Source: an optimization exercise on an open RTL-to-GDS flow (aim: small area, a short achievable clock period and few clock cycles per item). Production flows keep margins and buffers that such runs may drop. Function was checked by simulation only, so behaviour that the tests miss may differ from the original. No activity file was given, so power comes from the tool's default toggle rates.

exp/zinc:
Design hash_xform, start of the top module:
module hash_xform (
    input  wire         clk,
    input  wire         rst,        
    input  wire         start,
    input  wire         alg,        
    input  wire [159:0] h_in,
    input  wire [511:0] block_in,
    output wire         ready,
    output wire         done,
    output wire [159:0] h_out
);
    reg         busy, prep, done_r, alg_r;
    reg  [6:0]  cnt;
    reg  [31:0] R0, R1, R2, R3, R4;
    reg  [31:0] P1, P2;
    reg  [31:0] H0, H1, H2, H3, H4;
    reg  [511:0] W;                 
    reg  [4:0]  fs;                 
    reg         sha_c;              
    reg  [2:0]  fs2;                
    reg  [4:0]  rc;                 
    reg  [3:0]  rf;                 
    function [31:0] bswap(input [31:0] x);
        bswap = {x[7:0], x[15:8], x[23:16], x[31:24]};
    endfunction
    function [31:0] rotl5(input [31:0] x);
        rotl5 = {x[26:0], x[31:27]};
    endfunction
    function [31:0] rotl30(input [31:0] x);
        rotl30 = {x[1:0], x[31:2]};
    endfunction
    function [31:0] rotl1(input [31:0] x);
        rotl1 = {x[30:0], x[31]};
    endfunction
    function [31:0] rl(input [31:0] x, input integer n);
        rl = (x << n) | (x >> (32 - n));
    endfunction
    function [31:0] add32(input [31:0] x, input [31:0] y);
        reg [31:0] gg, pp;
        integer l, i;
        begin
            gg = x & y;
            pp = x ^ y;
            for (l = 0; l < 5; l = l + 1)
                for (i = 0; i < 32; i = i + 1)
                    if (((i >> l) & 1) == 1) begin
                        gg[i] = gg[i] | (pp[i] & gg[((i >> l) << l) - 1]);
                        pp[i] = pp[i] & pp[((i >> l) << l) - 1];
                    end
            add32 = (x ^ y) ^ {gg[30:0], 1'b0};
        end
    endfunction
    function [31:0] addbk(input [31:0] x, input [31:0] y);
        reg [31:0] gg, pp;
        integer l, i;
        begin
            gg = x & y;
            pp = x ^ y;
            for (l = 0; l < 5; l = l + 1)
                for (i = 0; i < 32; i = i + 1)
                    if ((i + 1) % (2 << l) == 0) begin
                        gg[i] = gg[i] | (pp[i] & gg[i - (1 << l)]);
                        pp[i] = pp[i] & pp[i - (1 << l)];
                    end
            for (l = 3; l >= 0; l = l - 1)
                for (i = 0; i < 32; i = i + 1)
  ...
Size in the first run: ~840 I/O pins, ~62,000 µm² of cells after synthesis.
clock: 12.0 ns
lec_check: 0
abc_area: 1
cap_margin: 20
core_margin: 2
core_utilization: 40
cts_buf_list: sky130_fd_sc_hd__clkbuf_8
place_density: 0.6
setup_slack_margin: 5
slew_margin: 35
standard.sh (not shown) runs the stock make flow with config.mk's settings and CLKGATE_MAP_FILE= SYNTH_SCRIPT=/design/flow/synth_recipe.tcl, a recipe that flattens the netlist after the stock synthesis.
==> flow/flow/run.sh <==
#!/bin/bash
set -euo pipefail
export BUFFER_PORTS_ARGS="-buffer_cell sky130_fd_sc_hd__buf_1"
bash standard.sh > make_finish.log 2>&1
Testbench counts of exp/zinc, summed over its fixed seeds: cycles 70,795, blocks 1,280.
Input-level comparison between exp/pepper and exp/zinc:
- setting CTS_CLUSTER_SIZE to 20 for the first time
- changing CORE_UTILIZATION from 40 to 45
- changing PLACE_DENSITY from 0.6 to 0.65
- changing CTS_BUF_LIST from sky130_fd_sc_hd__clkbuf_8 to sky130_fd_sc_hd__clkbuf_16
- setting CTS_CLUSTER_DIAMETER to 100 for the first time
--- outcome ---
Die area for exp/pepper is lower than for exp/zinc.
On worst hold slack, exp/pepper does better than exp/zinc.
Compared with exp/zinc, in exp/pepper number of non-filler instances in the completed layout shows a reduction of 494, maximum fanout encountered on the critical timing path moved up, fmax shrank by 1.7%, number of search-and-repair iterations in the first detailed-routing pass rose 3.
[inputs] exp/harbor vs exp/pepper
- swapping 0.65 for 0.6 in PLACE_DENSITY
- swapping 45 for 40 in CORE_UTILIZATION
[summary]
- Diff exp/pepper -> exp/harbor: sum of internal, switching and leakage power shows an increase of about 2.3%, final weighted congestion of routability-driven global placement shows a reduction of 3.9%.
- [compare] base=exp/pepper new=exp/harbor: slew of the pin with the lowest slew margin higher; maximum vdd ir drop saw a decrease; net switching component of the power now sits higher.

## re-timing with driven ports
Ports are ideal in the flow. The routed layouts listed here were re-timed in OpenROAD.
Step 1 (the two cells are an assumption about what drives the block):
set clk [get_ports {clk}]
set_driving_cell -lib_cell sky130_fd_sc_hd__clkbuf_16 $clk
set_driving_cell -lib_cell sky130_fd_sc_hd__buf_2 [delete_from_list [all_inputs] $clk]
Step 2, shift: input delay + t, output delay - t, t = (earliest + latest rising clock arrival at the registers) / 2. This alone moves slack from input paths to output paths.
a / b / c = ideal ports / drivers / drivers and shift; a / b = the first two.
| run | t, ns | setup WS [ns] | worst hold slack (ns) | worst setup path at the end | pins driven straight from the clock port |
|---|---|---|---|---|---|
| exp/zinc | 1.039 | 5.055 / 5.055 / 5.055 | 0.411 / 0.411 / 0.411 | register to register | 1 |
| exp/pepper | 0.864 | 4.936 / 4.936 / 4.936 | 0.442 / 0.442 / 0.442 | register to register | 1 |
| exp/harbor | 0.820 | 5.042 / 5.042 / 5.042 | 0.451 / 0.451 / 0.451 | register to register | 1 |
After both steps every run listed still meets setup and hold.
